From an optimization exercise on the open Yosys and OpenROAD flow, aimed at small area, a short achievable clock period and few clock cycles; shortcuts taken in it are not production practice.
Only simulation tests tie the RTL to the original design; equivalence was not proved.
Power and IR drop assume default switching activity.

## fbe
module fbe (
    input  wire        clk,
    input  wire        rst,           
    input  wire        host_valid,
    output wire        host_ready,
    input  wire        host_write,
    input  wire [1:0]  host_size,     
    input  wire [15:0] host_addr,     
    input  wire [31:0] host_wdata,
    output reg         resp_valid,
    output reg  [31:0] resp_rdata,
    output reg         src_valid,
    output reg  [31:0] src_addr,
    input  wire        src_ready,
    input  wire [7:0]  src_data,
    output reg         sink_valid,
    output reg  [1:0]  sink_kind,     
    output reg  [7:0]  sink_data,
    input  wire        sink_ready
);
clock: 16.0 ns
lec_check: 0
cap_margin: 10
cell_pad_in_sites_detail_placement: 1
cell_pad_in_sites_global_placement: 2
core_margin: 2
core_utilization: 20
cts_cluster_diameter: 80
cts_cluster_size: 40
place_density: 0.3
slew_margin: 10
run.sh (not shown) runs the stock make flow with config.mk's settings and CLKGATE_MAP_FILE= SYNTH_SCRIPT=/design/flow/synth_recipe.tcl, a recipe that flattens the netlist after the stock synthesis.
Testbench counts at the start, summed over its fixed seeds: cycles 16,095.
Edit:
--- a/flow/design.v
+++ b/flow/design.v
@@ -419,16 +419,19 @@
             resp_valid <= 1'b0;
             src_valid  <= 1'b0;
         end else begin
             nst = st;
             resp_valid <= 1'b0;
             resp_rdata <= 32'd0;         
             if (st[S_IDLE]) begin
                 ac_lt <= (A < C);
+                bxl   <= (b_ae > W - 1) ? 6'd47 : b_ae[5:0];
+                bsk   <= b_sk;
+                bS    <= b_S;
                 b_clip <= b_clip_c;
                 bd_lt <= (B < D);
                 bc_lt <= (B < C);
                 hq_w  <= host_write;
                 hq_cmd <= host_write && (host_addr == 16'h0000) && (host_size == 2'd2);
                 hq_ok  <= !h_ill && !h_badm;
                 hq_sz <= host_size;
                 hq_ad <= host_addr;
@@ -517,19 +520,16 @@
                                         if (!C[17]) begin
                                             resp_valid <= 1'b0;
                                             nst = go(S_CW1);
                                         end
                                     end
                                     OP_BLIT: begin
                                         if (!b_clip) begin
                                             resp_valid <= 1'b0;
-                                            bxl <= (b_ae > W - 1) ? 6'd47 : b_ae[5:0];
-                                            bsk <= b_sk;
-                                            bS  <= b_S;
                                             p   <= A[17] ? b_negA : 16'd0;
                                             nst  = go(S_BSKIP);
                                         end
                                     end
                                     OP_PRESENT: begin
                                         resp_valid <= 1'b0;
                                         nst         = go(S_PRES);
                                     end
After rerunning: The changed run produced a layout that fails on capacitance limit, slew limit; synthesized cell count goes down slightly; clock power hardly moves; wire length grows slightly; first-iteration DRC count rose slightly; fmax goes down slightly; sequential share of layout area barely changes; core utilization stays flat; worst hold slack is about the same; setup slack is worse by 0.024 ns; sequential power goes down by about a fifth.
Testbench counts after the change, summed over its fixed seeds: cycles 16,095.


fbe, a different RTL version from the one above (not shown whole).
Size in the first run: roughly 14,000 cells after synthesis, ~2,200 flip-flops, about 140 I/O pins, roughly 120,000 um2 of cells after synthesis.
// fbe
module fbe (
    input  wire        clk,
    input  wire        rst,           
    input  wire        host_valid,
    output wire        host_ready,
    input  wire        host_write,
    input  wire [1:0]  host_size,     
    input  wire [15:0] host_addr,     
    input  wire [31:0] host_wdata,
    output reg         resp_valid,
    output reg  [31:0] resp_rdata,
    output reg         src_valid,
    output reg  [31:0] src_addr,
    input  wire        src_ready,
    input  wire [7:0]  src_data,
    output reg         sink_valid,
    output reg  [1:0]  sink_kind,     
    output reg  [7:0]  sink_data,
    input  wire        sink_ready
);
make LEC_CHECK=0 CAP_MARGIN=20 CELL_PAD_IN_SITES_DETAIL_PLACEMENT=1 CELL_PAD_IN_SITES_GLOBAL_PLACEMENT=2 CORE_MARGIN=2 CORE_UTILIZATION=20 PLACE_DENSITY=0.3 SLEW_MARGIN=20 finish   # period 16.0 ns
The baseline passed the timing, design-rule and antenna checks.
Testbench counts at the start, summed over its fixed seeds: cycles 16,632.
Edit:
--- a/flow/design.v
+++ b/flow/design.v
@@ -63,14 +63,12 @@
     reg [NS-1:0] st, nst;
     reg          rdy;
     reg          hq_w;           
     reg [1:0]    hq_sz;
     reg [15:0]   hq_ad;
     reg [31:0]   hq_wd;
-    reg          hq_cmd;         
-    reg          hq_ok;          
     reg [7:0]  cmd_op;
     reg [1:0]  cmd_mode;
     reg               dwe, dxr, dyr, dpat, dk0, dk1;
     reg signed [17:0] dX1, dX2, dY1, dY2;
     reg [7:0]         bb;
     reg signed [5:0]  pbp;
@@ -191,21 +189,14 @@
     wire        hdr_draw = (hop == OP_SETPIXEL) || (hop == OP_LINE) ||
                            (hop == OP_HRUN) || (hop == OP_VRUN) ||
                            (hop == OP_RECT) || (hop == OP_FILLRECT) ||
                            (hop == OP_CIRCLE) || (hop == OP_FILLCIRCLE);
     wire        hdr_badm = (hdr_draw && hdr[9:8] == M_OR) ||
                            (hop == OP_BLIT && hdr[9:8] != M_OR);
-    wire        cmdw     = dec && hq_cmd && hq_ok;
-    wire [7:0]  h_op     = host_wdata[7:0];
-    wire        h_ill    = (host_wdata[31:10] != 22'd0) || (h_op > OP_BACKLIGHT);
-    wire        h_draw   = (h_op == OP_SETPIXEL) || (h_op == OP_LINE) ||
-                           (h_op == OP_HRUN) || (h_op == OP_VRUN) ||
-                           (h_op == OP_RECT) || (h_op == OP_FILLRECT) ||
-                           (h_op == OP_CIRCLE) || (h_op == OP_FILLCIRCLE);
-    wire        h_badm   = (h_draw && host_wdata[9:8] == M_OR) ||
-                           (h_op == OP_BLIT && host_wdata[9:8] != M_OR);
+    wire        cmdw     = dec && is_reg && hq_w && (hq_ad[4:2] == 3'd0) &&
+                           !hdr_ill && !hdr_badm;
     assign host_ready = rdy;
     wire a_in  = (A >= 0) && (A < W) && (B >= 0) && (B < H);
     wire [1:0] wi_strip = (wi >= 8'd144) ? 2'd3 : (wi >= 8'd96) ? 2'd2 : (wi >= 8'd48) ? 2'd1 : 2'd0;
     wire [7:0] wi_col   = wi - {wi_strip, 5'd0} - {1'b0, wi_strip, 4'd0};
     reg               n_we, n_xr, n_yr, n_pat;
     reg signed [17:0] n_X1, n_X2, n_Y1, n_Y2;
@@ -370,14 +361,12 @@
             if (st[S_IDLE]) begin
                 ac_lt <= (A < C);
                 b_clip <= b_clip_c;
                 bd_lt <= (B < D);
                 bc_lt <= (B < C);
                 hq_w  <= host_write;
-                hq_cmd <= host_write && (host_addr == 16'h0000) && (host_size == 2'd2);
-                hq_ok  <= !h_ill && !h_badm;
                 hq_sz <= host_size;
                 hq_ad <= host_addr;
                 hq_wd <= host_wdata;
                 ldx  <= l_adx;
                 ldy  <= l_ady;
                 lsx  <= ~l_ddx[17] & (l_ddx != 0);
@@ -423,15 +412,16 @@
                         3'd1: arg0 <= hq_wd;
                         3'd2: arg1 <= hq_wd;
                         3'd3: arg2 <= hq_wd;
                         3'd4: flags <= flags & ~hq_wd[3:0];
                         3'd5, 3'd6: flags[3] <= 1'b1;
                         default: begin
-                            if (!hq_ok) begin
-                                if (hdr_ill) flags[0] <= 1'b1;
-                                else         flags[1] <= 1'b1;
+                            if (hdr_ill) begin
+                                flags[0] <= 1'b1;
+                            end else if (hdr_badm) begin
+                                flags[1] <= 1'b1;
                             end else begin
                                 case (hop)
                                     OP_CLEAR, OP_INVERT: begin
                                         resp_valid <= 1'b0;
                                         nst         = go(S_DONE);
                                     end
The new run finished clean.
Via count rises by 0.88%.
Worst setup slack gets better by 0.44 ns.
Combinational power falls by about 6%.
Flip-flop and latch count falls by 2.
Synthesized area rises by 0.70%.
Sequential power falls by about 5%.
Testbench counts after the change, summed over its fixed seeds: cycles 16,632.

[re-timing with driven ports]
No port has a modelled driver above. Below, the same layouts with a new extraction and two added sets of constraints. Step 1: set_driving_cell puts a clkbuf_16 on clk and a buf_2 on each other input, an assumption about the parent block. Step 2, shift: input delay + t, output delay - t, t = (earliest + latest rising clock arrival at the registers) / 2. This alone moves slack from input paths to output paths. Three values: ideal ports, drivers, drivers and shift; two values: the first two.
run | t, ns | setup slack, ns | hold WS [ns] | worst data-port slew with drivers (ns)
the first run of note 1 | 1.130 | 10.201 / 10.201 / 9.649 | 0.455 / 0.455 / 0.455 | 0.15
the second run of note 1 | 1.126 | 10.177 / 10.177 / 9.421 | 0.457 / 0.457 / 0.457 | 0.14
the first run of note 2 | 1.113 | 9.882 / 9.989 / 8.876 | 0.463 / 0.463 / 0.463 | 0.13
the second run of note 2 | 1.101 | 10.323 / 10.323 / 9.435 | 0.464 / 0.464 / 0.464 | 0.15
For the first run of note 2, which loses most, drivers alone change the setup slack by +0.107 ns; drivers and shift together by -1.006 ns.
